This is an optimization exercise on Yosys and OpenROAD, whose aim is small area and a short achievable clock period, not a production implementation. Where RTL was checked, it was by simulation tests only, not by an equivalence proof against the original. For runs 3 and 7, only the layout was checked, not whether the RTL still works. Power is estimated from default activity; no workload was simulated.

--- design/flow/config.mk ---
export PLATFORM = sky130hd
export DESIGN_NAME = rdm630_core
export DESIGN_NICKNAME = rdm630_core
export VERILOG_FILES = /design/flow/design.v
export SDC_FILE = /design/flow/constraint.sdc
export NUM_CORES = 4
export LEC_CHECK = 0
export CAP_MARGIN = 20
export CORE_MARGIN = 2
export CORE_UTILIZATION = 60
export CTS_BUF_LIST = sky130_fd_sc_hd__clkbuf_16
export CTS_CLUSTER_DIAMETER = 80
export CTS_CLUSTER_SIZE = 30
export PLACE_DENSITY = 0.8
export SETUP_SLACK_MARGIN = 5
export SLEW_MARGIN = 20
export SYNTH_HIERARCHICAL = 1
export SYNTH_MINIMUM_KEEP_SIZE = 0
--- design/flow/constraint.sdc ---
create_clock -name core_clock -period 10.0 [get_ports {clk}]
set_input_delay 2.0000 -clock core_clock [delete_from_list [all_inputs] [get_ports {clk}]]
set_output_delay 2.0000 -clock core_clock [all_outputs]
set_load 0.01 [all_outputs]
--- design/flow/design.v ---
module rdm630_core (
    input  wire         clk,
    input  wire         rst,         
    input  wire         rx_valid,
    input  wire [7:0]   rx_data,
    output wire         rx_ready,
    input  wire         eval,
    output wire         res_valid,
    output wire [1:0]   res,
    output wire         fvalid,
    output wire [111:0] frame,
    output wire         xst,
    output wire [39:0]  card,
    output wire [7:0]   csum,
    output wire [7:0]   p6
);
    localparam [7:0] START_B = 8'h02;
    localparam [7:0] END_B   = 8'h03;
    reg [4:0]   cursor;      
    reg         in_frame;
    reg         ok;          
    reg [111:0] sr;          
    reg [111:0] frame_q;     
    reg         fvalid_q;
    wire full = cursor[4];                   
    assign rx_ready = !full && !rst;
    wire fire     = rx_valid && rx_ready;
    wire mark;
    rdm630_mark u_mark (
        .d    (rx_data[7:1]),
        .mark (mark)
    );
    wire is_start = mark && !rx_data[0];
    wire is_end   = mark &&  rx_data[0];
    wire is_hex   = ((rx_data >= 8'h30) && (rx_data <= 8'h39)) ||
                    ((rx_data >= 8'h41) && (rx_data <= 8'h46));
    wire st    = fire && is_start;               
    wire app   = fire && in_frame && !is_start;  
    wire c13 = (cursor == 5'd13);
    wire c14 = (cursor == 5'd14);
    wire c15 = (cursor >= 5'd15);
    wire [4:0] cursor_rx   = st ? 5'd1 : app ? cursor + 5'd1 : cursor;
    wire       in_frame_rx = st ? 1'b1 : (app && is_end) ? 1'b0 : in_frame;
    wire       ok_rx       = st ? 1'b1 :
                             app ? (ok && (c13 ? is_end : is_hex)) : ok;
    wire shift = fire && (in_frame || is_start);
    wire [111:0] sr_next = ({112{shift}}  & {sr[103:0], rx_data}) |
                           ({112{!shift}} & sr);
    wire do_eval = eval && !rst;
    wire apnd  = in_frame && !full;                  
    wire [1:0] r0 = c15 ? 2'd3 : c14 ? (ok ? 2'd1 : 2'd2) : 2'd0;
    wire [1:0] ra = (c14 || c15) ? 2'd3 : c13 ? 2'd2 : 2'd0;   
    wire [1:0] re = (c14 || c15) ? 2'd3 : c13 ? (ok ? 2'd1 : 2'd2) : 2'd0;
    wire [1:0] pn = apnd ? ra : r0;
    wire [1:0] pe = apnd ? re : r0;
    wire [1:0] ps = full ? r0 : 2'd0;
    assign res_valid = do_eval;
    rdm630_res u_res (
        .rx_valid (rx_valid),
        .mark     (mark),
        .d0       (rx_data[0]),
        .r0       (r0),
        .pn       (pn),
        .pe       (pe),
        .ps       (ps),
        .res      (res)
    );
    wire cap  = do_eval && (cursor_rx == 5'd14);
    wire over = do_eval && (cursor_rx >  5'd14);
    always @(posedge clk) begin
        if (rst) begin
            cursor   <= 5'd0;
            in_frame <= 1'b0;
            fvalid_q <= 1'b0;
            ok       <= 1'b0;
        end else begin
            in_frame <= in_frame_rx;
            if (cap || over) begin
                cursor   <= 5'd0;
                ok       <= 1'b0;
                fvalid_q <= cap && ok_rx;
            end else begin
                cursor   <= cursor_rx;
                ok       <= ok_rx;
            end
        end
    end
    always @(posedge clk) begin
        sr <= sr_next;
        if (cap)
            frame_q <= sr_next;
    end
    assign fvalid = fvalid_q;
    assign xst    = !fvalid_q;
    assign frame  = frame_q;
    rdm630_xtr u_xtr (
        .frame (frame_q),
        .card  (card),
        .csum  (csum),
        .p6    (p6)
    );
endmodule
module rdm630_res (
    input  wire       rx_valid,
    input  wire       mark,        
    input  wire       d0,
    input  wire [1:0] r0,
    input  wire [1:0] pn,
    input  wire [1:0] pe,
    input  wire [1:0] ps,
    output wire [1:0] res
);
    wire [1:0] res_mark  = !rx_valid ? r0 : d0 ? pe : ps;
    wire [1:0] res_other = !rx_valid ? r0 : pn;
    assign res = mark ? res_mark : res_other;
endmodule
module rdm630_xtr (
    input  wire [111:0] frame,
    output wire [39:0]  card,
    output wire [7:0]   csum,
    output wire [7:0]   p6
);
    function [3:0] hexval;
        input [7:0] c;
        begin
            hexval = {c[3] | c[6],
                      c[2] | (c[6] & c[1] & c[0]),
                      c[1] ^ (c[6] & c[0]),
                      c[0] ^ c[6]};
        end
    endfunction
    wire [7:0] pair [0:5];
    genvar g;
    generate
        for (g = 0; g < 6; g = g + 1) begin : g_pair
            assign pair[g] = {hexval(frame[111-8*(1+2*g) -: 8]),
                              hexval(frame[111-8*(2+2*g) -: 8])};
        end
        for (g = 0; g < 5; g = g + 1) begin : g_card
            assign card[39-8*g -: 8] = pair[g];
        end
    endgenerate
    assign csum = pair[0] ^ pair[1] ^ pair[2] ^ pair[3] ^ pair[4];
    assign p6   = pair[5];
endmodule
module rdm630_mark (
    input  wire [7:1] d,
    output wire       mark
);
    assign mark = (d == 7'b0000001);
endmodule
--- design/flow/flow/run.sh ---
#!/bin/bash
set -euo pipefail
bash standard.sh \
    "SYNTH_SCRIPT=$PWD/flow/my_synth.tcl" \
    "BUFFER_PORTS_ARGS=-buffer_cell sky130_fd_sc_hd__buf_1" \
    SETUP_SLACK_MARGIN=5.35 \
    finish > flow_make.log 2>&1
--- design/flow/flow/hand_cells.v ---
// Hand-mapped sky130hd netlists for three combinational modules of
// rtl/rdm630_core.v: rdm630_mark and rdm630_res (the input-to-output path)
// and rdm630_xtr (the extractor; generated by gen/gen_xtr.py). They
// implement exactly the RTL modules of the same names; my_synth.tcl puts
// them in place of ABC's mapping of those modules.

// mark = (d[7:1] == 7'b0000001)
module rdm630_mark (d, mark);
    input  [7:1] d;
    output       mark;
    wire a, b, c, e, f;
    sky130_fd_sc_hd__nor2_1  u_a (.A(d[7]), .B(d[6]), .Y(a));
    sky130_fd_sc_hd__nor2_1  u_b (.A(d[5]), .B(d[4]), .Y(b));
    sky130_fd_sc_hd__nor2_1  u_c (.A(d[3]), .B(d[2]), .Y(c));
    sky130_fd_sc_hd__nand2_1 u_e (.A(a), .B(b), .Y(e));
    sky130_fd_sc_hd__nand2_1 u_f (.A(c), .B(d[1]), .Y(f));
    sky130_fd_sc_hd__nor2_1  u_m (.A(e), .B(f), .Y(mark));
endmodule

// res = mark ? (rx_valid ? (d0 ? pe : ps) : r0) : (rx_valid ? pn : r0)
module rdm630_res (rx_valid, mark, d0, r0, pn, pe, ps, res);
    input        rx_valid, mark, d0;
    input  [1:0] r0, pn, pe, ps;
    output [1:0] res;
    wire         vn;
    wire   [1:0] t, r0n, a, b, mn, nn;
    sky130_fd_sc_hd__inv_1 u_vn (.A(rx_valid), .Y(vn));
    genvar i;
    generate
        for (i = 0; i < 2; i = i + 1) begin : g_bit
            // t = !(d0 ? pe : ps)
            sky130_fd_sc_hd__mux2i_1 u_t   (.A0(ps[i]), .A1(pe[i]), .S(d0), .Y(t[i]));
            sky130_fd_sc_hd__inv_1   u_r0n (.A(r0[i]), .Y(r0n[i]));
            // mn = rx_valid ? t : !r0 = !(rx_valid ? (d0 ? pe : ps) : r0)
            sky130_fd_sc_hd__nand2_1 u_a   (.A(rx_valid), .B(t[i]), .Y(a[i]));
            sky130_fd_sc_hd__nand2_1 u_b   (.A(vn), .B(r0n[i]), .Y(b[i]));
            sky130_fd_sc_hd__nand2_1 u_m   (.A(a[i]), .B(b[i]), .Y(mn[i]));
            // nn = !(rx_valid ? pn : r0)
            sky130_fd_sc_hd__mux2i_1 u_n   (.A0(r0[i]), .A1(pn[i]), .S(rx_valid), .Y(nn[i]));
            // res = !(mark ? mn : nn)
            sky130_fd_sc_hd__mux2i_1 u_r   (.A0(nn[i]), .A1(mn[i]), .S(mark), .Y(res[i]));
        end
    endgenerate
endmodule

// card/csum/p6 from FRAME: see rdm630_xtr in rtl/rdm630_core.v
module rdm630_xtr (frame, card, csum, p6);
    input  [111:0] frame;
    output [39:0]  card;
    output [7:0]   csum;
    output [7:0]   p6;
    wire   [47:0]  nib;    // pair g in nib[47-8g -: 8], as card
    wire   [11:0]  t;
    // FRAME[1]
    sky130_fd_sc_hd__or2_1  u_n3_0 (.A(frame[99]), .B(frame[102]), .X(nib[47]));
    sky130_fd_sc_hd__a31o_1 u_n2_0 (.A1(frame[102]), .A2(frame[97]), .A3(frame[96]), .B1(frame[98]), .X(nib[46]));
    sky130_fd_sc_hd__ha_1   u_n0_0 (.A(frame[96]), .B(frame[102]), .SUM(nib[44]), .COUT(t[0]));
    sky130_fd_sc_hd__xor2_1 u_n1_0 (.A(frame[97]), .B(t[0]), .X(nib[45]));
    // FRAME[2]
    sky130_fd_sc_hd__or2_1  u_n3_1 (.A(frame[91]), .B(frame[94]), .X(nib[43]));
    sky130_fd_sc_hd__a31o_1 u_n2_1 (.A1(frame[94]), .A2(frame[89]), .A3(frame[88]), .B1(frame[90]), .X(nib[42]));
    sky130_fd_sc_hd__ha_1   u_n0_1 (.A(frame[88]), .B(frame[94]), .SUM(nib[40]), .COUT(t[1]));
    sky130_fd_sc_hd__xor2_1 u_n1_1 (.A(frame[89]), .B(t[1]), .X(nib[41]));
    // FRAME[3]
    sky130_fd_sc_hd__or2_1  u_n3_2 (.A(frame[83]), .B(frame[86]), .X(nib[39]));
    sky130_fd_sc_hd__a31o_1 u_n2_2 (.A1(frame[86]), .A2(frame[81]), .A3(frame[80]), .B1(frame[82]), .X(nib[38]));
    sky130_fd_sc_hd__ha_1   u_n0_2 (.A(frame[80]), .B(frame[86]), .SUM(nib[36]), .COUT(t[2]));
    sky130_fd_sc_hd__xor2_1 u_n1_2 (.A(frame[81]), .B(t[2]), .X(nib[37]));
    // FRAME[4]
    sky130_fd_sc_hd__or2_1  u_n3_3 (.A(frame[75]), .B(frame[78]), .X(nib[35]));
    sky130_fd_sc_hd__a31o_1 u_n2_3 (.A1(frame[78]), .A2(frame[73]), .A3(frame[72]), .B1(frame[74]), .X(nib[34]));
    sky130_fd_sc_hd__ha_1   u_n0_3 (.A(frame[72]), .B(frame[78]), .SUM(nib[32]), .COUT(t[3]));
    sky130_fd_sc_hd__xor2_1 u_n1_3 (.A(frame[73]), .B(t[3]), .X(nib[33]));
    // FRAME[5]
    sky130_fd_sc_hd__or2_1  u_n3_4 (.A(frame[67]), .B(frame[70]), .X(nib[31]));
    sky130_fd_sc_hd__a31o_1 u_n2_4 (.A1(frame[70]), .A2(frame[65]), .A3(frame[64]), .B1(frame[66]), .X(nib[30]));
    sky130_fd_sc_hd__ha_1   u_n0_4 (.A(frame[64]), .B(frame[70]), .SUM(nib[28]), .COUT(t[4]));
    sky130_fd_sc_hd__xor2_1 u_n1_4 (.A(frame[65]), .B(t[4]), .X(nib[29]));
    // FRAME[6]
    sky130_fd_sc_hd__or2_1  u_n3_5 (.A(frame[59]), .B(frame[62]), .X(nib[27]));
    sky130_fd_sc_hd__a31o_1 u_n2_5 (.A1(frame[62]), .A2(frame[57]), .A3(frame[56]), .B1(frame[58]), .X(nib[26]));
    sky130_fd_sc_hd__ha_1   u_n0_5 (.A(frame[56]), .B(frame[62]), .SUM(nib[24]), .COUT(t[5]));
    sky130_fd_sc_hd__xor2_1 u_n1_5 (.A(frame[57]), .B(t[5]), .X(nib[25]));
    // FRAME[7]
    sky130_fd_sc_hd__or2_1  u_n3_6 (.A(frame[51]), .B(frame[54]), .X(nib[23]));
    sky130_fd_sc_hd__a31o_1 u_n2_6 (.A1(frame[54]), .A2(frame[49]), .A3(frame[48]), .B1(frame[50]), .X(nib[22]));
    sky130_fd_sc_hd__ha_1   u_n0_6 (.A(frame[48]), .B(frame[54]), .SUM(nib[20]), .COUT(t[6]));
    sky130_fd_sc_hd__xor2_1 u_n1_6 (.A(frame[49]), .B(t[6]), .X(nib[21]));
    // FRAME[8]
    sky130_fd_sc_hd__or2_1  u_n3_7 (.A(frame[43]), .B(frame[46]), .X(nib[19]));
    sky130_fd_sc_hd__a31o_1 u_n2_7 (.A1(frame[46]), .A2(frame[41]), .A3(frame[40]), .B1(frame[42]), .X(nib[18]));
    sky130_fd_sc_hd__ha_1   u_n0_7 (.A(frame[40]), .B(frame[46]), .SUM(nib[16]), .COUT(t[7]));
    sky130_fd_sc_hd__xor2_1 u_n1_7 (.A(frame[41]), .B(t[7]), .X(nib[17]));
    // FRAME[9]
    sky130_fd_sc_hd__or2_1  u_n3_8 (.A(frame[35]), .B(frame[38]), .X(nib[15]));
    sky130_fd_sc_hd__a31o_1 u_n2_8 (.A1(frame[38]), .A2(frame[33]), .A3(frame[32]), .B1(frame[34]), .X(nib[14]));
    sky130_fd_sc_hd__ha_1   u_n0_8 (.A(frame[32]), .B(frame[38]), .SUM(nib[12]), .COUT(t[8]));
    sky130_fd_sc_hd__xor2_1 u_n1_8 (.A(frame[33]), .B(t[8]), .X(nib[13]));
    // FRAME[10]
    sky130_fd_sc_hd__or2_1  u_n3_9 (.A(frame[27]), .B(frame[30]), .X(nib[11]));
    sky130_fd_sc_hd__a31o_1 u_n2_9 (.A1(frame[30]), .A2(frame[25]), .A3(frame[24]), .B1(frame[26]), .X(nib[10]));
    sky130_fd_sc_hd__ha_1   u_n0_9 (.A(frame[24]), .B(frame[30]), .SUM(nib[8]), .COUT(t[9]));
    sky130_fd_sc_hd__xor2_1 u_n1_9 (.A(frame[25]), .B(t[9]), .X(nib[9]));
    // FRAME[11]
    sky130_fd_sc_hd__or2_1  u_n3_10 (.A(frame[19]), .B(frame[22]), .X(nib[7]));
    sky130_fd_sc_hd__a31o_1 u_n2_10 (.A1(frame[22]), .A2(frame[17]), .A3(frame[16]), .B1(frame[18]), .X(nib[6]));
    sky130_fd_sc_hd__ha_1   u_n0_10 (.A(frame[16]), .B(frame[22]), .SUM(nib[4]), .COUT(t[10]));
    sky130_fd_sc_hd__xor2_1 u_n1_10 (.A(frame[17]), .B(t[10]), .X(nib[5]));
    // FRAME[12]
    sky130_fd_sc_hd__or2_1  u_n3_11 (.A(frame[11]), .B(frame[14]), .X(nib[3]));
    sky130_fd_sc_hd__a31o_1 u_n2_11 (.A1(frame[14]), .A2(frame[9]), .A3(frame[8]), .B1(frame[10]), .X(nib[2]));
    sky130_fd_sc_hd__ha_1   u_n0_11 (.A(frame[8]), .B(frame[14]), .SUM(nib[0]), .COUT(t[11]));
    sky130_fd_sc_hd__xor2_1 u_n1_11 (.A(frame[9]), .B(t[11]), .X(nib[1]));
    assign card = nib[47:8];
    assign p6   = nib[7:0];
    wire [7:0] x01, x23, x03;
    sky130_fd_sc_hd__xor2_1 u_c01_0 (.A(nib[40]), .B(nib[32]), .X(x01[0]));
    sky130_fd_sc_hd__xor2_1 u_c23_0 (.A(nib[24]), .B(nib[16]), .X(x23[0]));
    sky130_fd_sc_hd__xor2_1 u_c03_0 (.A(x01[0]), .B(x23[0]), .X(x03[0]));
    sky130_fd_sc_hd__xor2_1 u_cs_0  (.A(x03[0]), .B(nib[8]), .X(csum[0]));
    sky130_fd_sc_hd__xor2_1 u_c01_1 (.A(nib[41]), .B(nib[33]), .X(x01[1]));
    sky130_fd_sc_hd__xor2_1 u_c23_1 (.A(nib[25]), .B(nib[17]), .X(x23[1]));
    sky130_fd_sc_hd__xor2_1 u_c03_1 (.A(x01[1]), .B(x23[1]), .X(x03[1]));
    sky130_fd_sc_hd__xor2_1 u_cs_1  (.A(x03[1]), .B(nib[9]), .X(csum[1]));
    sky130_fd_sc_hd__xor2_1 u_c01_2 (.A(nib[42]), .B(nib[34]), .X(x01[2]));
    sky130_fd_sc_hd__xor2_1 u_c23_2 (.A(nib[26]), .B(nib[18]), .X(x23[2]));
    sky130_fd_sc_hd__xor2_1 u_c03_2 (.A(x01[2]), .B(x23[2]), .X(x03[2]));
    sky130_fd_sc_hd__xor2_1 u_cs_2  (.A(x03[2]), .B(nib[10]), .X(csum[2]));
    sky130_fd_sc_hd__xor2_1 u_c01_3 (.A(nib[43]), .B(nib[35]), .X(x01[3]));
    sky130_fd_sc_hd__xor2_1 u_c23_3 (.A(nib[27]), .B(nib[19]), .X(x23[3]));
    sky130_fd_sc_hd__xor2_1 u_c03_3 (.A(x01[3]), .B(x23[3]), .X(x03[3]));
    sky130_fd_sc_hd__xor2_1 u_cs_3  (.A(x03[3]), .B(nib[11]), .X(csum[3]));
    sky130_fd_sc_hd__xor2_1 u_c01_4 (.A(nib[44]), .B(nib[36]), .X(x01[4]));
    sky130_fd_sc_hd__xor2_1 u_c23_4 (.A(nib[28]), .B(nib[20]), .X(x23[4]));
    sky130_fd_sc_hd__xor2_1 u_c03_4 (.A(x01[4]), .B(x23[4]), .X(x03[4]));
    sky130_fd_sc_hd__xor2_1 u_cs_4  (.A(x03[4]), .B(nib[12]), .X(csum[4]));
    sky130_fd_sc_hd__xor2_1 u_c01_5 (.A(nib[45]), .B(nib[37]), .X(x01[5]));
    sky130_fd_sc_hd__xor2_1 u_c23_5 (.A(nib[29]), .B(nib[21]), .X(x23[5]));
    sky130_fd_sc_hd__xor2_1 u_c03_5 (.A(x01[5]), .B(x23[5]), .X(x03[5]));
    sky130_fd_sc_hd__xor2_1 u_cs_5  (.A(x03[5]), .B(nib[13]), .X(csum[5]));
    sky130_fd_sc_hd__xor2_1 u_c01_6 (.A(nib[46]), .B(nib[38]), .X(x01[6]));
    sky130_fd_sc_hd__xor2_1 u_c23_6 (.A(nib[30]), .B(nib[22]), .X(x23[6]));
    sky130_fd_sc_hd__xor2_1 u_c03_6 (.A(x01[6]), .B(x23[6]), .X(x03[6]));
    sky130_fd_sc_hd__xor2_1 u_cs_6  (.A(x03[6]), .B(nib[14]), .X(csum[6]));
    sky130_fd_sc_hd__xor2_1 u_c01_7 (.A(nib[47]), .B(nib[39]), .X(x01[7]));
    sky130_fd_sc_hd__xor2_1 u_c23_7 (.A(nib[31]), .B(nib[23]), .X(x23[7]));
    sky130_fd_sc_hd__xor2_1 u_c03_7 (.A(x01[7]), .B(x23[7]), .X(x03[7]));
    sky130_fd_sc_hd__xor2_1 u_cs_7  (.A(x03[7]), .B(nib[15]), .X(csum[7]));
endmodule
--- design/flow/flow/my_synth.tcl ---
# The standard flow's synthesis script (synth_recipe.tcl) with one change: after ABC has
# mapped every module, three combinational modules (rdm630_mark and
# rdm630_res, on the input-to-output path, and the extractor rdm630_xtr)
# are replaced by the hand-mapped netlists in hand_cells.v, which implement
# the same functions; then the design is flattened and written as the standard flow's
# script does. The registers, all in the top module, are untouched.
proc synth {args} { yosys synth -nofsm -noshare {*}$args }
source $::env(SCRIPTS_DIR)/synth.tcl
delete rdm630_mark rdm630_res rdm630_xtr
read_verilog [file join [file dirname [info script]] hand_cells.v]
hierarchy -top $::env(DESIGN_NAME)
tee -o $::env(REPORTS_DIR)/synth_stat_hand.txt stat {*}$lib_args
# left out here: clear keep_hierarchy, flatten, clean up, hide names made inside functions, write 1_2_yosys.v
--- design/flow/standard.sh ---
#!/bin/bash
# synth_recipe.tcl (not shown) runs the flow's synth.tcl, then flattens the netlist and writes it again
# the make line also repeats each setting of config.mk as NAME=value (left out here)
make -C /OpenROAD-flow-scripts/flow DESIGN_CONFIG=/design/flow/config.mk WORK_HOME=/design/flow/orfs CLKGATE_MAP_FILE= SYNTH_SCRIPT=/design/flow/synth_recipe.tcl "${@:-finish}"
==> results of run 1 <==
[layer usage]
layer,share of wire [%],vias up,GRT usage (%)
li1,-,2390,-
met1,42,2467,29.49
met2,49,188,38.26
met3,6.7,26,3.552
met4,2.4,0,6.534
met5,0,-,0
[power groups by stage]
stage	sequential (mW)	clock [mW]	combinational, mW
5_1_grt	0.990	0.512	0.0201
4_1_cts	0.989	0.484	0.0173
3_3_place_gp	1.01	0	0.0135
6_report	0.989	0.471	0.0185
2_1_floorplan	1.01	0	0.00783
3_5_place_dp	1.01	0	0.0139
[layout make-up]
cell class	count	area share [%]
Clock buffer	11	2.776
Clock inverter	5	0.2397
Inverter	10	0.3785
Multi-Input combinational cell	291	27.10
Sequential cell	232	58.15
Tap cell	180	2.271
Timing Repair Buffer	196	9.085
[stage by stage]
| stage | setup slack, ns | cell area [um^2] | power, mW | util, % | cells |
|---|---|---|---|---|---|
| after CTS | 5.257 | 9847 | 1.491 | 70.94 | 922 |
| after global routing | 5.165 | 9916 | 1.522 | 71.44 | 925 |
| after global placement | 4.290 | 9428 | 1.025 | 67.92 | 902 |
| final | 5.265 | 9916 | 1.479 | 71.44 | 925 |
| after detailed placement | 4.222 | 9428 | 1.025 | 67.92 | 902 |
| after floorplan | 3.319 | 8553 | 1.018 | - | 551 |
[repair_timing]
item	CTS	global route
gates cloned	0	1
buffers inserted	4	2
gates resized for setup	33	8
endpoints found under the setup margin	66	66
pin swaps	5	2
[flip-flops by register name (all words and copies together) (netlist names)]
| signal | count |
|---|---|
| in_frame | 1 |
| cursor | 5 |
| frame_q | 112 |
| ok | 1 |
| fvalid_q | 1 |
| sr | 112 |
[how the worst max path moves through the flow]
stage | end | cells after the start
floorplan | frame_q[0] | 9
global placement | frame_q[111] | 9
detailed placement | frame_q[108] | 12
CTS | res[1] | 6
global route | res[1] | 6
finish | res[0] | 5
[worst max-delay path: stages]
cell     delay, ns
buf_1         0.17
nand2_2       0.09
nor2_4        0.15
mux2i_1       0.19
buf_2         0.15
==> out/metrics.cfg, run 1 <==
[setup_path]
crit_path_start_kind=primary input
critPathLaunch=rx_data[1]
worstPathArrival_ns=2.73
path_class=in -> out
cp_max_fo=5
cp.required_ns=8.00
regToRegEndpoint=frame_q[108]
regToRegSetupSlack_ns=6.95
endpoint_kind=output port
reg2reg_from=cursor[4]
worstRegToRegCells=7

[placement]
gp_congestion=0.8741
port_buffers=185
place_hpwl_um=12380

[pwr]
switching_share_pct=18.82
power_frac_clock_pct=31.9
p_leak_nw=3.677
power.internal_mw=1.201
p_per_area_nw_per_um2=149.2
max-vdd-ir-drop_mv=0.1244
pwr-share-seq_pct=66.9
p_comb_share_pct=1.3
p_sw_uw=278.3

[drt]
wl_per_cell_um=18.60
drt_iter0_markers=394
drt_first_pass_iters=5
avgViaCountPerCell=5.482
antenna_left=0
vias=5071
drcViolationCount=0
drt_wl_total_um=17210

[timing]
tns_ns=0
hold_viol_final=0
worst_pin_slew_ns=0.7819
finClkSkew_ns=0.01412
fmax_ghz=0.2112
relSlewSlack_pct=47.88
period_needed_ns=4.735
rsz0062_at_grt=true
finalSetupViolCount=0
fin_crit_sh_pct=47.35
worst_hold_slack_ns=0.4717
maxSlewViolCount=0

[logic_synthesis]
synth_nets=579
yosys_warnings=8
syn-cell-area_um2=8507
synth.avg_cell_area_um2=15.44
syn-instance-count=551

[cells_and_area]
multiInputGateArea_um2=2688
diodes=0
fillers=939
final_nets=770
final_cell_mix=173 x buf_1, 120 x dfxtp_1, 112 x edfxtp_1
syn2layout_area_growth_pct=16.56
seqCellArea_um2=5766
mostFrequentLayoutCell=buf_1
drive_above_1_share_pct=13.69

[global_route]
globalRouteTotalUtil_pct=22.29
grt_pass1_vias=4892
grt_pass1_wl_um=25530
grt_max_degree=64
grt_overflow=0
antenna_found_initial=1

[worst_hold_path]
hp-start=sr[111]
min_path_cells=1
hold_path_class=reg -> reg
min_to=sr[111]

[run_status]
status=timing/DRC/antenna clean

[die]
core_um2=13880
initial_core_util_pct=61.29
fp.dieW_um=123.1
die_h_um=123.1
die-area_um2=15150
ios=186
placementRows=43

[clock_tree]
root_buffer=clkbuf_16
clockBufferDepth=3
cts.sinks=232
tritoncts=done
holdBufCountCts=0
numCtsBuffers=11
clkLatencyLatePin_ns=0.46
cts.clk_slew.worst_paths_ns=0.10
htreeDepth=1

[run]
maxCapViolations=0

==> run 2: changes to the inputs <==
--- a/design/flow/flow/my_synth.tcl
+++ b/design/flow/flow/my_synth.tcl
@@ -7,2 +7,10 @@
 proc synth {args} { yosys synth -nofsm -noshare {*}$args }
+# ABC runs yosys's own default script (without ORFS's -script and -D).
+proc abc {args} {
+  set i [lsearch -exact $args -script]
+  set args [lreplace $args $i [expr {$i + 1}]]
+  set j [lsearch -exact $args -D]
+  if {$j >= 0} { set args [lreplace $args $j [expr {$j + 1}]] }
+  yosys abc {*}$args
+}
 source $::env(SCRIPTS_DIR)/synth.tcl
==> run 2 against run 1 <==
Net effect: critical path depth is 1 higher; fmax down 1.6%; synthesized cell count decreased by 3.1%; still clean on timing, DRC and antenna; highest routed layer unchanged; sequential cell count did not move; global-route usage shrank 2.2 points; largest power group unchanged; critical path type unchanged; cell count fell by 1.8%; sequential power about the same; power is 0.95% higher; via count down 3.9%; combinational power is 14% lower; synthesized area down 0.34%; worst setup slack got worse by 0.078 ns.
==> out/metrics.cfg, run 2 <==
[timing]
finalSetupViolCount=0
fmax_ghz=0.2078
hold_viol_final=0
relSlewSlack_pct=45.75
finClkSkew_ns=0.008722
period_needed_ns=4.812
tns_ns=0
worst_pin_slew_ns=0.8138
worst_hold_slack_ns=0.4857
rsz0062_at_grt=true
fin_crit_sh_pct=48.12
maxSlewViolCount=0

[die]
die-area_um2=15100
placementRows=43
initial_core_util_pct=61.32
core_um2=13830
ios=186
die_h_um=122.9
fp.dieW_um=122.9

[run]
maxCapViolations=0

[clock_tree]
root_buffer=clkbuf_16
cts.clk_slew.worst_paths_ns=0.10
clkLatencyLatePin_ns=0.45
holdBufCountCts=0
tritoncts=done
clockBufferDepth=3
cts.sinks=232
numCtsBuffers=11
htreeDepth=1

[setup_path]
regToRegEndpoint=frame_q[2]
worstRegToRegCells=5
cp_num_buf_inv=2
max_stage_delay_ns=0.20
endpoint_kind=output port
cp_slowest_cell=mux2i_1
reg2reg_from=cursor[4]
regToRegSetupSlack_ns=6.80
path_common_cell=nor2_4
cp.required_ns=8.00
critPathLaunch=rx_data[3]
crit_path_start_kind=primary input
cp_cell_sequence=buf_8, nor2_4, nand2_2, nor2_4, mux2i_1, buf_2
cp-endpoint=res[0]
critical_path.top_delay_family=simple AND/OR/NAND/NOR gates
worstPathArrival_ns=2.81
path_class=in -> out
cp_max_fo=5
path_depth=6

[cells_and_area]
syn2layout_area_growth_pct=15.78
drive_above_1_share_pct=23.49
final_cell_mix=173 x buf_1, 118 x dfxtp_1, 112 x edfxtp_1
fin_area_um2=9816
fillers=931
largestRegisters=frame_q x112, sr x112, cursor x5
diodes=0
final_nets=752
mostFrequentLayoutCell=buf_1
final_util_pct=70.99

[global_route]
globalRouteTotalUtil_pct=20.05
grt_pass1_vias=4689
antenna_found_initial=0
grt_pass1_wl_um=23450
grt_max_degree=65
grt_overflow=0

[placement]
place_hpwl_um=11120
placed_cell_area_um2=9340
gp_congestion=0.7870
port_buffers=185

[run_status]
status=timing/DRC/antenna clean

[logic_synthesis]
synth_nets=562
syn-cell-area_um2=8478
synth.avg_cell_area_um2=15.88
yosys_warnings=8
syn-instance-count=534

[pwr]
p_per_area_nw_per_um2=152.1
p_comb_share_pct=1.1
pwr-share-seq_pct=66.1
p_sw_uw=269.7
switching_share_pct=18.06
max-vdd-ir-drop_mv=0.1036
power_frac_clock_pct=32.8
power.internal_mw=1.223
p_leak_nw=3.888

[worst_hold_path]
hold_path_class=reg -> reg

[drt]
drt_iter0_markers=341
drcViolationCount=0
drt_wl_total_um=15910
wl_met3_um=953
wl_per_cell_um=17.52
top_layer_used=met4
antenna_left=0
drt_first_pass_iters=4
wl_met2_um=8241
vias=4872
met1_length_um=6485
avgViaCountPerCell=5.366

==> run 2: worst min path at each step <==
stage | startpoint | end | depth (start not counted)
detailed placement | sr[104] | sr[104] | 1
global placement | sr[108] | sr[108] | 1
floorplan | sr[104] | sr[104] | 1
finish | sr[104] | sr[104] | 1
CTS | sr[104] | sr[104] | 1
global route | sr[106] | sr[106] | 1
==> run 2: repair_timing <==
action	4_1_cts	5_1_grt
resized for setup	30	8
cloned	1	1
setup buffers	2	2
pin swaps	5	3
setup endpoints to repair	64	64
==> run 2: per-stage QoR <==
stage	power, mW	worst slack [ns]	instances
CTS	1.507	5.184	905
finish	1.493	5.188	908
global route	1.545	5.112	908
detailed placement	1.020	4.281	885
floorplan	1.015	4.873	534
global placement	1.020	4.455	885
==> run 2: cell type report <==
cell class	count	area, um^2	area share, %
Clock buffer	11	275.3	2.804
Multi-Input combinational cell	274	2618	26.67
Tap cell	180	225.2	2.294
Timing Repair Buffer	192	822.0	8.375
Timing Repair inverter	2	12.51	0.1275
Sequential cell	232	5768	58.76
Inverter	11	45.04	0.4589
Clock inverter	6	50.05	0.5099
==> run 2: worst reg2reg max path: stages (launching register included) <==
cell and delay [ns]:
dfxtp_1 0.58, and4bb_1 0.43, nor2_4 0.19, buf_4 0.53, buf_4 0.76, mux2_2 0.47
==> run 2: layer usage <==
metal | vias to the layer above | track usage (%)
met5 | - | 0
met4 | 0 | 4.885
met3 | 17 | 3.392
met2 | 158 | 36.53
met1 | 2383 | 24.79
li1 | 2314 | -
==> run 2: power by group through the flow <==
stage | Combinational (mW) | Clock (mW) | Sequential [mW]
4_1_cts | 0.0149 | 0.505 | 0.987
3_5_place_dp | 0.0110 | 0 | 1.01
2_1_floorplan | 0.00582 | 0 | 1.01
5_1_grt | 0.0171 | 0.540 | 0.988
3_3_place_gp | 0.0105 | 0 | 1.01
6_report | 0.0159 | 0.490 | 0.987
==> run 3: changes to the inputs <==
--- a/design/flow/design.v
+++ b/design/flow/design.v
@@ -21,3 +21,3 @@
     reg         ok;          
-    reg [111:0] sr;          
+    reg [7:0]   buf_q [0:13];
     reg [111:0] frame_q;     
@@ -45,5 +45,12 @@
                              app ? (ok && (c13 ? is_end : is_hex)) : ok;
-    wire shift = fire && (in_frame || is_start);
-    wire [111:0] sr_next = ({112{shift}}  & {sr[103:0], rx_data}) |
-                           ({112{!shift}} & sr);
+    wire [13:0] we;
+    genvar g;
+    generate
+        for (g = 0; g < 14; g = g + 1) begin : g_we
+            if (g == 0)
+                assign we[g] = st || (app && cursor == 5'd0);
+            else
+                assign we[g] = app && (cursor == g);
+        end
+    endgenerate
     wire do_eval = eval && !rst;
@@ -87,6 +94,15 @@
     end
+    integer i;
     always @(posedge clk) begin
-        sr <= sr_next;
-        if (cap)
-            frame_q <= sr_next;
+        for (i = 0; i < 14; i = i + 1)
+            if (we[i])
+                buf_q[i] <= rx_data;
+    end
+    wire [7:0] byte13 = we[13] ? rx_data : buf_q[13];
+    always @(posedge clk) begin
+        if (cap) begin
+            for (i = 0; i < 13; i = i + 1)
+                frame_q[111-8*i -: 8] <= buf_q[i];
+            frame_q[7:0] <= byte13;
+        end
     end
--- a/design/flow/flow/my_synth.tcl
+++ b/design/flow/flow/my_synth.tcl
@@ -7,10 +7,2 @@
 proc synth {args} { yosys synth -nofsm -noshare {*}$args }
-# ABC runs yosys's own default script (without ORFS's -script and -D).
-proc abc {args} {
-  set i [lsearch -exact $args -script]
-  set args [lreplace $args $i [expr {$i + 1}]]
-  set j [lsearch -exact $args -D]
-  if {$j >= 0} { set args [lreplace $args $j [expr {$j + 1}]] }
-  yosys abc {*}$args
-}
 source $::env(SCRIPTS_DIR)/synth.tcl
==> run 3 against run 2 <==
Net effect: highest routed layer unchanged; via count fell by 6.4%; still clean on timing, DRC and antenna; power is 3.6% higher; non-clock buffer count increased by 15; synthesized cell count decreased by 16%; sequential power increased by 6%; clock-buffer cell count did not move; critical path type unchanged.
==> out/metrics.cfg, run 3 <==
[clock_tree]
numCtsBuffers=11
cts.sinks=232
clockBufferDepth=3
cts.clk_slew.worst_paths_ns=0.10
tritoncts=done
clkLatencyLatePin_ns=0.45
htreeDepth=1
root_buffer=clkbuf_16

[logic_synthesis]
yosys_warnings=9
syn-instance-count=451
synth.avg_cell_area_um2=18.78
syn-cell-area_um2=8469
synth_nets=480

[timing]
worst_pin_slew_ns=1.004
maxSlewViolCount=0
fin_crit_sh_pct=48.66
fmax_ghz=0.2055
relSlewSlack_pct=32.90
period_needed_ns=4.866
hold_viol_final=0
finalSetupViolCount=0
rsz0062_at_grt=true
tns_ns=0
finClkSkew_ns=0.009893

[global_route]
grt_pass1_wl_um=23770
grt_pass1_vias=4336
met2_usage_pct=36.05
grt_use_met1_pct=28.78
top_usage_layer=met2
antenna_found_initial=0
grt_overflow=0
globalRouteTotalUtil_pct=21.09
grt_max_degree=72
met3_usage_pct=2.928

[setup_path]
path_class=in -> out
endpoint_kind=output port
cp.required_ns=8.00
worstPathArrival_ns=2.87
crit_path_start_kind=primary input
cp_max_fo=4

[drt]
drt_first_pass_iters=5
drt_iter0_markers=351
drcViolationCount=0
drt_wl_total_um=16250
avgViaCountPerCell=5.380
antenna_left=0
wl_per_cell_um=19.17
vias=4562

[run]
maxCapViolations=0

[cells_and_area]
syn2layout_area_growth_pct=17.59
mostFrequentLayoutCell=edfxtp_1
final_cell_mix=216 x edfxtp_1, 178 x buf_1, 46 x xor2_1
seqCellArea_um2=6807
fin_area_um2=9960
fillers=838
largestRegisters=buf_q x112, frame_q x112, cursor x5
diodes=0
multiInputGateArea_um2=1655
final_nets=693
drive_above_1_share_pct=10.63
final_util_pct=72.03

[pwr]
max-vdd-ir-drop_mv=0.1011
p_per_area_nw_per_um2=155.3
power_mw=1.546
p_leak_nw=3.273

[worst_hold_path]
hold_path_class=reg -> reg

[die]
die-area_um2=15080
core_um2=13830
die_h_um=122.8
ios=186
fp.dieW_um=122.8
placementRows=43
initial_core_util_pct=61.25

[placement]
placed_cell_area_um2=9482
place_hpwl_um=10730
port_buffers=185
gp_congestion=0.8287

[run_status]
status=timing/DRC/antenna clean

## run 3: what timing repair did
item                                    CTS  global route
cloned                                    1             0
gates resized for setup                  17             5
endpoints found under the setup margin    3             2
hold buffers                              0             0
pin swaps                                 3             4
setup buffers                             6             5
## run 3: per-layer routing
| layer | vias to the layer above | share of wire, % |
|---|---|---|
| met5 | - | 0 |
| met4 | 0 | 2.1 |
| met3 | 26 | 5.8 |
| met2 | 163 | 51 |
| met1 | 2249 | 41 |
| li1 | 2124 | - |
## run 3: path summary, 6_finish.rpt
kind / startpoint / endpoint / slack [ns] / cells after the start
setup / recovery: rx_data[2] / res[0] / 5.13 / 7
hold reg to reg: buf_q[7][0] / frame_q[48] / 0.42 / 0
hold / removal: buf_q[7][0] / frame_q[48] / 0.42 / 0
setup reg to reg: cursor[1] / frame_q[39] / 7.00 / 8
## run 3: metrics by stage
step / setup slack, ns / hold WS, ns / instances
2_1_floorplan: 3.050 / 0.4003 / 451
3_3_place_gp: 4.820 / 0.4009 / 819
3_5_place_dp: 4.814 / 0.4045 / 819
4_1_cts: 5.122 / 0.4241 / 843
5_1_grt: 5.040 / 0.4320 / 848
6_report: 5.134 / 0.4237 / 848
## run 3: cell type report
cell class / instances / share of cell area [%]
clock inverter: 6 / 0.2764
clock buffer: 11 / 2.764
timing repair buffer: 207 / 9.359
tap: 180 / 2.261
inverter: 10 / 0.3769
sequential: 232 / 68.34
multi-input combinational: 202 / 16.62
## run 3: worst max-delay path, cell delays in order
cell	delay (ns)
buf_1	0.08
buf_6	0.13
nor2_4	0.09
nand2_2	0.06
nor2_4	0.16
mux2i_1	0.19
buf_2	0.14
## run 3: power by group
part | switching [mW] | internal, mW
clock network | 0.263 | 0.204
registers | 0.0000603 | 1.05
logic | 0.0181 | 0.0109
total | 0.282 | 1.26
==> run 4: changes to the inputs <==
--- a/design/flow/design.v
+++ b/design/flow/design.v
@@ -21,3 +21,3 @@
     reg         ok;          
-    reg [7:0]   buf_q [0:13];
+    reg [111:0] sr;          
     reg [111:0] frame_q;     
@@ -45,12 +45,5 @@
                              app ? (ok && (c13 ? is_end : is_hex)) : ok;
-    wire [13:0] we;
-    genvar g;
-    generate
-        for (g = 0; g < 14; g = g + 1) begin : g_we
-            if (g == 0)
-                assign we[g] = st || (app && cursor == 5'd0);
-            else
-                assign we[g] = app && (cursor == g);
-        end
-    endgenerate
+    wire shift = fire && (in_frame || is_start);
+    wire [111:0] sr_next = ({112{shift}}  & {sr[103:0], rx_data}) |
+                           ({112{!shift}} & sr);
     wire do_eval = eval && !rst;
@@ -94,15 +87,6 @@
     end
-    integer i;
     always @(posedge clk) begin
-        for (i = 0; i < 14; i = i + 1)
-            if (we[i])
-                buf_q[i] <= rx_data;
-    end
-    wire [7:0] byte13 = we[13] ? rx_data : buf_q[13];
-    always @(posedge clk) begin
-        if (cap) begin
-            for (i = 0; i < 13; i = i + 1)
-                frame_q[111-8*i -: 8] <= buf_q[i];
-            frame_q[7:0] <= byte13;
-        end
+        sr <= sr_next;
+        if (cap)
+            frame_q <= sr_next;
     end
--- a/design/flow/flow/run.sh
+++ b/design/flow/flow/run.sh
@@ -5,2 +5,3 @@
     "BUFFER_PORTS_ARGS=-buffer_cell sky130_fd_sc_hd__buf_1" \
+    "PRE_IO_PLACEMENT_TCL=$PWD/flow/io.tcl" \
     SETUP_SLACK_MARGIN=5.35 \
==> design/flow/flow/io.tcl (new file) <==
# Pin placement constraint: the ports on the input-to-output paths (the
# byte input, the strobes and reset, and the outputs combinational in
# them) are kept together on one stretch of the left edge, so that those
# paths need no long wires.
set_io_pin_constraint -region left:30-90 -pin_names {
  rx_valid rx_data[0] rx_data[1] rx_data[2] rx_data[3] rx_data[4]
  rx_data[5] rx_data[6] rx_data[7] eval rst
  res[0] res[1] res_valid rx_ready
}
==> run 4 against run 3 <==
Net effect: sequential cell count unchanged; cell count increased by 9.4%; sequential power decreased by 6%; clock power increased by 18%; critical path type unchanged; hold slack improved by 0.056 ns; worst setup slack improved by 0.065 ns; sequential share of layout area decreased by 11 points; via count increased by 13%; final area increased by 0.16%.
==> out/metrics.cfg, run 4 <==
[global_route]
grt_max_degree=74
grt_pass1_vias=4946
antenna_found_initial=0
grt_overflow=0
globalRouteTotalUtil_pct=23.33
grt_pass1_wl_um=26670

[die]
die-area_um2=15150
core_um2=13880
initial_core_util_pct=61.29
die_h_um=123.1
ios=186
fp.dieW_um=123.1
placementRows=43

[pwr]
p_per_area_nw_per_um2=156.3
p_leak_nw=3.709
power_mw=1.559
max-vdd-ir-drop_mv=0.1342

[worst_hold_path]
min_path_cells=1
hold_path_class=reg -> reg

[cells_and_area]
final_cell_mix=173 x buf_1, 119 x dfxtp_1, 112 x edfxtp_1
multiInputGateArea_um2=2694
fillers=957
drive_above_1_share_pct=13.92
largestRegisters=frame_q x112, sr x112, cursor x5
syn2layout_area_growth_pct=17.27
seqCellArea_um2=5767
final_nets=769
mostFrequentLayoutCell=buf_1

[clock_tree]
root_buffer=clkbuf_16
clkLatencyLatePin_ns=0.48
htreeDepth=1
cts.clk_slew.worst_paths_ns=0.10
clockBufferDepth=3
tritoncts=done
cts.sinks=232
holdBufCountCts=0
numCtsBuffers=12

[timing]
tns_ns=0
hold_viol_final=0
period_needed_ns=4.801
fmax_ghz=0.2083
rsz0062_at_grt=true
relSlewSlack_pct=55.04
fin_crit_sh_pct=48.01
fin_ws_ns=5.199
finalSetupViolCount=0
maxSlewViolCount=0
worst_pin_slew_ns=0.6744
finClkSkew_ns=0.02202

[setup_path]
cp_cell_sequence=buf_4, mux2i_1, nand2_1, nand2_1, mux2i_1, buf_2
path_depth=6
crit_path_start_kind=primary input
endpoint_kind=output port
critPathLaunch=rx_data[0]
cp-endpoint=res[0]
regToRegEndpoint=frame_q[57]
critical_path.top_delay_family=multiplexers
worstPathArrival_ns=2.80
cp_num_buf_inv=2
worstRegToRegCells=8
reg2reg_from=cursor[0]
regToRegSetupSlack_ns=6.87
cp_max_fo=10
cp_slowest_cell=mux2i_1
path_class=in -> out
max_stage_delay_ns=0.26
cp.required_ns=8.00

[drt]
wl_per_cell_um=19.36
vias=5172
drt_wl_total_um=17970
avgViaCountPerCell=5.573
drt_first_pass_iters=5
drt_iter0_markers=371
antenna_left=0
drcViolationCount=0

[logic_synthesis]
synth_nets=579
syn-instance-count=551
yosys_warnings=8
syn-cell-area_um2=8507
synth.avg_cell_area_um2=15.44

[run_status]
status=timing/DRC/antenna clean

[placement]
dpl_worst_slack_ns=4.247
gp_congestion=0.8643
place_hpwl_um=12720
port_buffers=185

[run]
maxCapViolations=0

## run 4: cell type report
| class | count | area share [%] |
|---|---|---|
| Multi-Input combinational cell | 291 | 27.00 |
| Inverter | 10 | 0.3763 |
| Clock inverter | 7 | 0.5895 |
| Clock buffer | 13 | 3.261 |
| Tap cell | 180 | 2.258 |
| Sequential cell | 232 | 57.81 |
| Timing Repair Buffer | 194 | 8.679 |
| Antenna cell | 1 | 0.02508 |
## run 4: worst min path at each step
stage                        from       to  slack (ns)
after global placement    sr[107]  sr[107]        0.45
after CTS                 sr[105]  sr[105]        0.48
after floorplan           sr[104]  sr[104]        0.43
after global routing      sr[106]  sr[106]        0.51
final                     sr[105]  sr[105]        0.48
after detailed placement  sr[105]  sr[105]        0.45
## run 4: timing repair
| item | 4_1_cts | 5_1_grt |
|---|---|---|
| endpoints found under the setup margin | 57 | 120 |
| pin swaps | 5 | 3 |
| gates cloned | 0 | 1 |
| gates resized for setup | 31 | 11 |
| setup buffers | 2 | 2 |
## run 4: per-stage QoR
step,instance area [um^2],std cells,util [%],hold WS (ns)
6_report,9976,928,71.87,0.4795
5_1_grt,9973,927,71.85,0.5086
4_1_cts,9905,924,71.35,0.4797
3_5_place_dp,9428,902,67.92,0.4549
3_3_place_gp,9428,902,67.92,0.4476
2_1_floorplan,8553,551,-,0.4349
## run 4: per-layer routing
layer / routed length [um] / vias up / track usage, %
met1: 7326 / 2523 / 31.68
met4: 370 / 0 / 5.540
li1: - / 2397 / -
met2: 9047 / 218 / 40.12
met3: 1222 / 34 / 3.275
met5: 0 / - / 0
## run 4: power by group
group	switching, mW	internal (mW)	total, mW	leakage, nW
Sequential	0.00142	0.988	0.989	1.91
Combinational	0.0102	0.00900	0.0192	1.59
Clock	0.302	0.248	0.550	0.206
==> run 5: changes to the inputs <==
--- a/design/flow/config.mk
+++ b/design/flow/config.mk
@@ -9,3 +9,3 @@
 export CORE_MARGIN = 2
-export CORE_UTILIZATION = 60
+export CORE_UTILIZATION = 70
 export CTS_BUF_LIST = sky130_fd_sc_hd__clkbuf_16
@@ -13,3 +13,3 @@
 export CTS_CLUSTER_SIZE = 30
-export PLACE_DENSITY = 0.8
+export PLACE_DENSITY = 0.85
 export SETUP_SLACK_MARGIN = 5
==> run 5 against run 4 <==
Net effect: clock power is 14% lower; largest cell class unchanged; clock-buffer cell count fell by 2; critical path type unchanged; fmax is 1.4% higher; final area shrank 1.6%; cell count is 4.1% lower.
==> out/metrics.cfg, run 5 <==
[placement]
port_buffers=185
placed_cells=868
placed_cell_area_um2=9379
place_hpwl_um=11980
gp_congestion=0.8709

[drt]
avgViaCountPerCell=5.771
drt_first_pass_iters=6
wl_per_cell_um=19.57
antenna_left=0
vias=5136
drt_wl_total_um=17420
drcViolationCount=0
drt_iter0_markers=337

[clock_tree]
cts.clk_slew.worst_paths_ns=0.11
numCtsBuffers=11
cts.sinks=232
htreeDepth=1
holdBufCountCts=0
clockBufferDepth=3
root_buffer=clkbuf_16
clkLatencyLatePin_ns=0.45
tritoncts=done

[cells_and_area]
final_util_pct=82.07
diodes=0
syn2layout_area_growth_pct=15.40
mostFrequentLayoutCell=buf_1
fin_area_um2=9817
final_cell_mix=173 x buf_1, 119 x dfxtp_1, 112 x edfxtp_1
layoutNonFillerInstCount=890
drive_above_1_share_pct=13.32
final_nets=767
fillers=653
largestRegisters=frame_q x112, sr x112, cursor x5

[pwr]
max-vdd-ir-drop_mv=0.1689
p_leak_nw=3.653
p_per_area_nw_per_um2=150.8

[logic_synthesis]
synth.avg_cell_area_um2=15.44
yosys_warnings=8
syn-cell-area_um2=8507
syn-instance-count=551
synth_nets=579

[timing]
hold_viol_final=0
finClkSkew_ns=0.01090
finalSetupViolCount=0
worst_pin_slew_ns=0.8303
maxSlewViolCount=0
tns_ns=0
relSlewSlack_pct=44.64
fin_crit_sh_pct=47.36
fmax_ghz=0.2111
rsz0062_at_grt=true
period_needed_ns=4.736

[worst_hold_path]
hold_path_class=reg -> reg

[global_route]
antenna_found_initial=0
globalRouteTotalUtil_pct=25.64
grt_pass1_vias=4833
grt_overflow=0
grt_max_degree=88
grt_pass1_wl_um=25510

[setup_path]
worstPathArrival_ns=2.74
crit_path_start_kind=primary input
path_class=in -> out
cp_max_fo=5
endpoint_kind=output port
cp.required_ns=8.00

[die]
placementRows=40
initial_core_util_pct=71.12
fp.dieW_um=114.2
ios=186
core_um2=11960
die_h_um=114.2
die-area_um2=13050

[run]
maxCapViolations=0

[run_status]
status=timing/DRC/antenna clean

## run 5: path summary, 6_finish.rpt
check | endpoint | startpoint | cells past startpoint | slack [ns]
setup / recovery | res[0] | rx_data[2] | 6 | 5.26
hold / removal | sr[106] | sr[106] | 1 | 0.48
setup reg to reg | frame_q[9] | in_frame | 6 | 7.04
hold reg to reg | sr[106] | sr[106] | 1 | 0.48
## run 5: power breakdown
part	internal [mW]	total (mW)	switching, mW
clock	0.204	0.472	0.268
sequential	0.988	0.989	0.00139
combinational	0.00861	0.0188	0.0102
## run 5: layout make-up
class | count | area (um^2) | share of cell area (%)
multi-input cells | 292 | 2704 | 27.54
repair buffers | 192 | 822.0 | 8.374
clock buffers | 11 | 275.3 | 2.804
flip-flops and latches | 232 | 5767 | 58.74
well taps | 147 | 183.9 | 1.874
clock inverters | 6 | 27.53 | 0.2804
inverters | 10 | 37.54 | 0.3824
## run 5: timing repair
item                                    in CTS  in global routing
pin swaps                                    6                  0
buffers inserted                             4                  0
gates cloned                                 1                  0
endpoints found under the setup margin     115                 15
gates resized for setup                     30                  4
## run 5: stage by stage
stage | hold WS, ns | setup WS (ns) | total power [mW]
after CTS | 0.4781 | 5.270 | 1.485
after floorplan | 0.4349 | 3.319 | 1.018
after global placement | 0.4447 | 3.872 | 1.024
final | 0.4778 | 5.264 | 1.480
after detailed placement | 0.4528 | 3.743 | 1.025
after global routing | 0.4947 | 5.201 | 1.518
## run 5: critical path: stages
cell	delay [ns]
buf_6	0.11
nor2_4	0.10
nand2_2	0.07
nor2_4	0.12
mux2i_1	0.18
buf_2	0.14
## run 5: routing by layer
metal / part of all wire [%] / global-route usage (%) / wire length [um]
met4: 2.1 / 6.098 / 360
met3: 4.9 / 3.070 / 857
met2: 50 / 44.84 / 8697
met1: 43 / 34.77 / 7500
met5: 0 / 0 / 0
==> run 6: changes to the inputs <==
--- a/design/flow/config.mk
+++ b/design/flow/config.mk
@@ -11,4 +11,4 @@
 export CTS_BUF_LIST = sky130_fd_sc_hd__clkbuf_16
-export CTS_CLUSTER_DIAMETER = 80
-export CTS_CLUSTER_SIZE = 30
+export CTS_CLUSTER_DIAMETER = 50
+export CTS_CLUSTER_SIZE = 36
 export PLACE_DENSITY = 0.85
==> run 6 against run 5 <==
Net effect: core utilization is 2.4 points higher; register-to-register slack worse by 0.21 ns; critical path type unchanged; largest power group unchanged; worst setup slack got worse by 0.018 ns; still clean; highest routed layer unchanged; critical endpoint is now res[1].
==> out/metrics.cfg, run 6 <==
[drt]
vias=5330
drcViolationCount=0
drt_first_pass_iters=5
drt_wl_total_um=19220
antenna_left=0
wl_per_cell_um=21.30
avgViaCountPerCell=5.909
drt_iter0_markers=425

[setup_path]
worstPathArrival_ns=2.75
worstRegToRegCells=7
critical_path.top_delay_family=buffers and inverters
crit_path_start_kind=primary input
path_class=in -> out
cp_num_buf_inv=2
cp_cell_sequence=buf_4, mux2i_1, nand2_1, nand2_1, mux2i_1, buf_2
regToRegSetupSlack_ns=6.83
cp_slowest_cell=mux2i_1
cp.required_ns=8.00
reg2reg_from=cursor[4]
endpoint_kind=output port
cp_max_fo=10
regToRegEndpoint=frame_q[43]
max_stage_delay_ns=0.24

[placement]
gp_congestion=0.8709
place_hpwl_um=11980
placed_cells=868
port_buffers=185

[worst_hold_path]
min_to=sr[67]
min_path_cells=1
hp-start=sr[59]
hold_path_class=reg -> reg

[cells_and_area]
final_nets=773
syn2layout_area_growth_pct=18.83
layoutNonFillerInstCount=902
final_util_pct=84.51
drive_above_1_share_pct=14.97
mostFrequentLayoutCell=buf_1
largestRegisters=frame_q x112, sr x112, cursor x5
final_cell_mix=173 x buf_1, 120 x dfxtp_1, 112 x edfxtp_1
diodes=0

[timing]
rsz0062_at_grt=true
fin_crit_sh_pct=47.54
finClkSkew_ns=0.02950
relSlewSlack_pct=44.00
hold_viol_final=0
tns_ns=0
worst_hold_slack_ns=0.4733
worst_pin_slew_ns=0.8400
period_needed_ns=4.754
maxSlewViolCount=0
finalSetupViolCount=0
fmax_ghz=0.2103

[global_route]
globalRouteTotalUtil_pct=28.80
grt_pass1_vias=5111
grt_overflow=0
grt_max_degree=88
antenna_found_initial=0
grt_pass1_wl_um=28230

[pwr]
power.internal_mw=1.358
switching_share_pct=21.12
p_per_area_nw_per_um2=170.3
pwr-share-seq_pct=57.4
p_sw_uw=363.6
p_leak_nw=3.789
max-vdd-ir-drop_mv=0.1425
p_comb_share_pct=1.2
power_frac_clock_pct=41.4

[die]
die-area_um2=13050
placementRows=40
die_h_um=114.2
fp.dieW_um=114.2
ios=186
initial_core_util_pct=71.12
core_um2=11960

[clock_tree]
clockBufferDepth=3
htreeDepth=1
holdBufCountCts=0
cts.clk_slew.worst_paths_ns=0.11
tritoncts=done
numCtsBuffers=16
root_buffer=clkbuf_16
cts.sinks=232
clkLatencyLatePin_ns=0.49

[logic_synthesis]
yosys_warnings=8
synth.avg_cell_area_um2=15.44
synth_nets=579
syn-cell-area_um2=8507
syn-instance-count=551

[run_status]
status=timing/DRC/antenna clean

[run]
maxCapViolations=0

## run 6: layout make-up
cell class,instances,area (um^2)
multi-input combinational,292,2709
fill,587,1853
timing repair buffer,193,833.3
tap,147,183.9
sequential,232,5766
inverter,10,37.54
clock buffer,17,425.4
clock inverter,11,153.9
## run 6: worst max path at each step
stage / start / to / slack, ns / cells after the start
4_1_cts: rx_data[4] / res[0] / 5.26 / 6
3_5_place_dp: rx_data[2] / frame_q[23] / 3.74 / 11
5_1_grt: rx_data[0] / res[1] / 5.14 / 6
3_3_place_gp: rx_data[2] / frame_q[21] / 3.87 / 11
6_report: rx_data[0] / res[1] / 5.25 / 6
2_1_floorplan: rx_data[3] / frame_q[0] / 3.32 / 9
## run 6: metrics by stage
stage | setup WS (ns) | area, um^2 | power, mW
after global placement | 3.872 | 9379 | 1.024
after CTS | 5.261 | 10080 | 1.727
after detailed placement | 3.743 | 9379 | 1.025
after floorplan | 3.319 | 8553 | 1.018
after global routing | 5.138 | 10110 | 1.764
final | 5.246 | 10110 | 1.722
## run 6: power by group through the flow
stage	sequential, mW	clock (mW)	combinational (mW)
finish	0.989	0.713	0.0198
global route	0.989	0.753	0.0210
CTS	0.989	0.720	0.0179
detailed placement	1.01	0	0.0139
global placement	1.01	0	0.0134
floorplan	1.01	0	0.00783
## run 6: layer usage
metal,vias to the layer above,GRT usage [%],wire [um]
li1,2409,-,-
met1,2610,37.89,7782
met2,276,50.40,9772
met3,35,3.600,1175
met4,0,9.187,485
met5,-,0,0
## run 6: what timing repair did
action                                  CTS  global route
setup buffers                             4             1
gates resized for setup                  31             5
endpoints found under the hold margin     0             0
cloned                                    1             0
pin swaps                                 6             2
endpoints found under the setup margin  115            15
==> run 7: changes to the inputs <==
--- a/design/flow/design.v
+++ b/design/flow/design.v
@@ -26,12 +26,17 @@
     assign rx_ready = !full && !rst;
-    wire fire     = rx_valid && rx_ready;
-    wire mark;
-    rdm630_mark u_mark (
-        .d    (rx_data[7:1]),
-        .mark (mark)
+    wire       mark;
+    wire       rxv;      
+    wire [7:0] rxd;      
+    rdm630_in u_in (
+        .rx_valid (rx_valid),
+        .rx_data  (rx_data),
+        .mark     (mark),
+        .rxv      (rxv),
+        .rxd      (rxd)
     );
-    wire is_start = mark && !rx_data[0];
-    wire is_end   = mark &&  rx_data[0];
-    wire is_hex   = ((rx_data >= 8'h30) && (rx_data <= 8'h39)) ||
-                    ((rx_data >= 8'h41) && (rx_data <= 8'h46));
+    wire fire     = rxv && rx_ready;
+    wire is_start = mark && !rxd[0];
+    wire is_end   = mark &&  rxd[0];
+    wire is_hex   = ((rxd >= 8'h30) && (rxd <= 8'h39)) ||
+                    ((rxd >= 8'h41) && (rxd <= 8'h46));
     wire st    = fire && is_start;               
@@ -46,3 +51,3 @@
     wire shift = fire && (in_frame || is_start);
-    wire [111:0] sr_next = ({112{shift}}  & {sr[103:0], rx_data}) |
+    wire [111:0] sr_next = ({112{shift}}  & {sr[103:0], rxd}) |
                            ({112{!shift}} & sr);
@@ -145,7 +150,12 @@
 endmodule
-module rdm630_mark (
-    input  wire [7:1] d,
-    output wire       mark
+module rdm630_in (
+    input  wire       rx_valid,
+    input  wire [7:0] rx_data,
+    output wire       mark,
+    output wire       rxv,
+    output wire [7:0] rxd
 );
-    assign mark = (d == 7'b0000001);
+    assign mark = (rx_data[7:1] == 7'b0000001);
+    assign rxv  = rx_valid;
+    assign rxd  = rx_data;
 endmodule
==> design/flow/flow/run.sh (replaced) <==
#!/bin/bash
set -euo pipefail
bash standard.sh \
    "SYNTH_SCRIPT=$PWD/flow/my_synth.tcl" \
    "BUFFER_PORTS_ARGS=-buffer_cell sky130_fd_sc_hd__buf_1" \
    SETUP_SLACK_MARGIN=5.35 \
    finish > flow_make.log 2>&1
--- a/design/flow/flow/hand_cells.v
+++ b/design/flow/flow/hand_cells.v
@@ -1,3 +1,3 @@
 // Hand-mapped sky130hd netlists for three combinational modules of
-// rtl/rdm630_core.v: rdm630_mark and rdm630_res (the input-to-output path)
+// rtl/rdm630_core.v: rdm630_in and rdm630_res (the input-to-output path)
 // and rdm630_xtr (the extractor; generated by gen/gen_xtr.py). They
@@ -6,13 +6,24 @@
 
-// mark = (d[7:1] == 7'b0000001)
-module rdm630_mark (d, mark);
-    input  [7:1] d;
-    output       mark;
+// mark = (rx_data[7:1] == 7'b0000001); rxv = rx_valid; rxd = rx_data.
+// The copies go through buffers, so that the input ports' own buffers see
+// only the marker decode and the result-code select.
+module rdm630_in (rx_valid, rx_data, mark, rxv, rxd);
+    input        rx_valid;
+    input  [7:0] rx_data;
+    output       mark, rxv;
+    output [7:0] rxd;
     wire a, b, c, e, f;
-    sky130_fd_sc_hd__nor2_1  u_a (.A(d[7]), .B(d[6]), .Y(a));
-    sky130_fd_sc_hd__nor2_1  u_b (.A(d[5]), .B(d[4]), .Y(b));
-    sky130_fd_sc_hd__nor2_1  u_c (.A(d[3]), .B(d[2]), .Y(c));
+    sky130_fd_sc_hd__nor2_1  u_a (.A(rx_data[7]), .B(rx_data[6]), .Y(a));
+    sky130_fd_sc_hd__nor2_1  u_b (.A(rx_data[5]), .B(rx_data[4]), .Y(b));
+    sky130_fd_sc_hd__nor2_1  u_c (.A(rx_data[3]), .B(rx_data[2]), .Y(c));
     sky130_fd_sc_hd__nand2_1 u_e (.A(a), .B(b), .Y(e));
-    sky130_fd_sc_hd__nand2_1 u_f (.A(c), .B(d[1]), .Y(f));
+    sky130_fd_sc_hd__nand2_1 u_f (.A(c), .B(rx_data[1]), .Y(f));
     sky130_fd_sc_hd__nor2_1  u_m (.A(e), .B(f), .Y(mark));
+    sky130_fd_sc_hd__buf_1   u_v (.A(rx_valid), .X(rxv));
+    genvar i;
+    generate
+        for (i = 0; i < 8; i = i + 1) begin : g_d
+            sky130_fd_sc_hd__buf_1 u_d (.A(rx_data[i]), .X(rxd[i]));
+        end
+    endgenerate
 endmodule
--- a/design/flow/flow/my_synth.tcl
+++ b/design/flow/flow/my_synth.tcl
@@ -1,3 +1,3 @@
 # The standard flow's synthesis script (synth_recipe.tcl) with one change: after ABC has
-# mapped every module, three combinational modules (rdm630_mark and
+# mapped every module, three combinational modules (rdm630_in and
 # rdm630_res, on the input-to-output path, and the extractor rdm630_xtr)
@@ -8,3 +8,3 @@
 source $::env(SCRIPTS_DIR)/synth.tcl
-delete rdm630_mark rdm630_res rdm630_xtr
+delete rdm630_in rdm630_res rdm630_xtr
 read_verilog [file join [file dirname [info script]] hand_cells.v]
--- a/design/flow/config.mk
+++ b/design/flow/config.mk
@@ -9,7 +9,7 @@
 export CORE_MARGIN = 2
-export CORE_UTILIZATION = 70
+export CORE_UTILIZATION = 60
 export CTS_BUF_LIST = sky130_fd_sc_hd__clkbuf_16
-export CTS_CLUSTER_DIAMETER = 50
-export CTS_CLUSTER_SIZE = 36
-export PLACE_DENSITY = 0.85
+export CTS_CLUSTER_DIAMETER = 80
+export CTS_CLUSTER_SIZE = 30
+export PLACE_DENSITY = 0.8
 export SETUP_SLACK_MARGIN = 5
removed: design/flow/flow/io.tcl
==> run 7 against run 6 <==
Net effect: first-iteration DRC count is 35% lower; via count is 5.2% lower; still clean; synthesized cell count is 1.6% higher; clock skew is 0.019 ns lower; global-route usage is 6.7 points lower; sequential power hardly changed; critical path depth stayed put; clock power is 29% lower; die area is 17% higher; sequential share of layout area is 0.88 points higher.
==> out/metrics.cfg, run 7 <==
[pwr]
pwr-share-seq_pct=65.3
power.internal_mw=1.240
p_per_area_nw_per_um2=152.1
p_leak_nw=3.693
switching_share_pct=18.10
p_sw_uw=274.0
power_mw=1.514
power_frac_clock_pct=33.5
max-vdd-ir-drop_mv=0.1075
p_comb_share_pct=1.2

[timing]
period_needed_ns=4.747
tns_ns=0
worst_pin_slew_ns=0.9193
fmax_ghz=0.2107
hold_viol_final=0
finalSetupViolCount=0
fin_crit_sh_pct=47.47
finClkSkew_ns=0.01017
maxSlewViolCount=0
rsz0062_at_grt=true
relSlewSlack_pct=38.71

[global_route]
globalRouteTotalUtil_pct=22.11
grt_pass1_vias=4826
grt_max_degree=71
grt_pass1_wl_um=25480
antenna_found_initial=0
grt_overflow=0

[setup_path]
cp_max_fo=3
path_common_cell=nor2_4
endpoint_kind=output port
cp.required_ns=8.00
regToRegSetupSlack_ns=6.98
worstRegToRegCells=7
cp_cell_sequence=buf_8, nor2_4, nand2_2, nor2_4, mux2i_1, buf_2
regToRegEndpoint=frame_q[62]
reg2reg_from=cursor[4]
path_class=in -> out
worstPathArrival_ns=2.75
max_stage_delay_ns=0.19
cp_slowest_cell=mux2i_1
crit_path_start_kind=primary input

[cells_and_area]
largestRegisters=frame_q x112, sr x112, cursor x5
syn2layout_area_growth_pct=16.55
multiInputGateArea_um2=2693
fin_area_um2=9955
layoutNonFillerInstCount=923
mostFrequentLayoutCell=buf_1
fillers=967
final_nets=769
drive_above_1_share_pct=13.86
final_cell_mix=172 x buf_1, 120 x dfxtp_1, 112 x edfxtp_1
seqCellArea_um2=5766
diodes=0

[drt]
wl_per_cell_um=18.86
vias=5054
drcViolationCount=0
avgViaCountPerCell=5.476
antenna_left=0
drt_iter0_markers=277
drt_wl_total_um=17410
drt_first_pass_iters=4

[die]
placementRows=43
core_um2=13880
fp.dieW_um=123.3
die-area_um2=15210
ios=186
die_h_um=123.3
initial_core_util_pct=61.53

[placement]
gp_congestion=0.8898
placed_cells=902
place_hpwl_um=12510
port_buffers=185
placed_cell_area_um2=9428

[worst_hold_path]
min_path_cells=1
hp-start=sr[108]
min_to=sr[108]
hold_path_class=reg -> reg

[clock_tree]
clockBufferDepth=3
numCtsBuffers=11
tritoncts=done
root_buffer=clkbuf_16
cts.sinks=232
cts.clk_slew.worst_paths_ns=0.10
holdBufCountCts=0
clkLatencyLatePin_ns=0.45
htreeDepth=1

[run_status]
status=timing/DRC/antenna clean

[logic_synthesis]
yosys_warnings=8
syn-cell-area_um2=8541
synth.avg_cell_area_um2=15.25
synth_nets=588
syn-instance-count=560

[run]
maxCapViolations=0

## run 7: worst max-delay path by stage
stage                    start            to  slack (ns)  depth (start not counted)
finish              rx_data[3]        res[0]        5.25                          6
global route        rx_data[3]        res[0]        5.20                          6
CTS                 rx_data[4]        res[0]        5.24                          6
detailed placement  rx_data[2]  frame_q[109]        4.28                         11
global placement    rx_data[3]  frame_q[103]        4.35                         11
floorplan           rx_data[3]    frame_q[0]        3.32                          9
## run 7: metal layers
metal,share of wire [%],GRT usage [%],vias up
li1,-,-,2393
met1,42,29.51,2468
met2,50,37.95,176
met3,5.9,3.690,17
met4,1.9,5.469,0
met5,0,0,-
## run 7: what timing repair did
item	CTS	global route
pin swaps	5	2
setup buffers	2	2
resized for setup	32	9
endpoints found under the hold margin	0	0
setup endpoints to repair	61	61
gates cloned	0	2
## run 7: final cells by class
cell class | instances | area share (%)
inverter | 10 | 0.3771
clock buffer | 12 | 3.017
sequential | 232 | 57.92
timing repair buffer | 195 | 8.999
clock inverter | 3 | 0.3771
multi-input combinational | 291 | 27.05
tap | 180 | 2.262
## run 7: through the flow
stage | setup slack, ns | hold slack (ns) | utilization, %
global placement | 4.354 | 0.4467 | 67.92
floorplan | 3.316 | 0.4349 | -
detailed placement | 4.284 | 0.4550 | 67.92
finish | 5.253 | 0.4752 | 71.71
global route | 5.202 | 0.4915 | 71.71
CTS | 5.244 | 0.4815 | 71.06
## run 7: critical path, delay by kind of cell
family / cells / cell delay [ns]
mux: 1 / 0.19
buf+inv: 2 / 0.24
simple gates: 3 / 0.31
## run 7: power by group through the flow
stage / logic [mW] / clock network (mW) / registers (mW)
floorplan: 0.00998 / 0 / 1.01
global placement: 0.0133 / 0 / 1.01
detailed placement: 0.0139 / 0 / 1.01
CTS: 0.0166 / 0.519 / 0.989
global route: 0.0197 / 0.548 / 0.990
finish: 0.0182 / 0.506 / 0.989

==> re-timing with driven ports <==
The results above use ideal ports. As a check the final layouts listed here were re-extracted and re-timed, cells and wires unchanged.
Step 1: set_driving_cell puts a clkbuf_16 on clk and a buf_2 on each other input, an assumption about the parent block.
Step 2 times the ports against the registers' clock, not the clock port: input delays grow and output delays shrink by t, the midpoint of the rising clock arrivals with the driver on.
a / b / c = no drivers / after step 1 / after step 2; a / b = the first two.
run | t, ns | setup slack, ns
run 1 | 0.495 | 5.265 / 5.228 / 5.075
run 2 | 0.490 | 5.188 / 5.147 / 5.036
run 3 | 0.487 | 5.134 / 5.112 / 5.112
run 4 | 0.506 | 5.199 / 5.171 / 4.987
run 5 | 0.489 | 5.264 / 5.216 / 5.011
run 6 | 0.514 | 5.246 / 5.222 / 4.977
run 7 | 0.488 | 5.253 / 5.208 / 4.963
After both steps setup and hold are still met in every run listed.
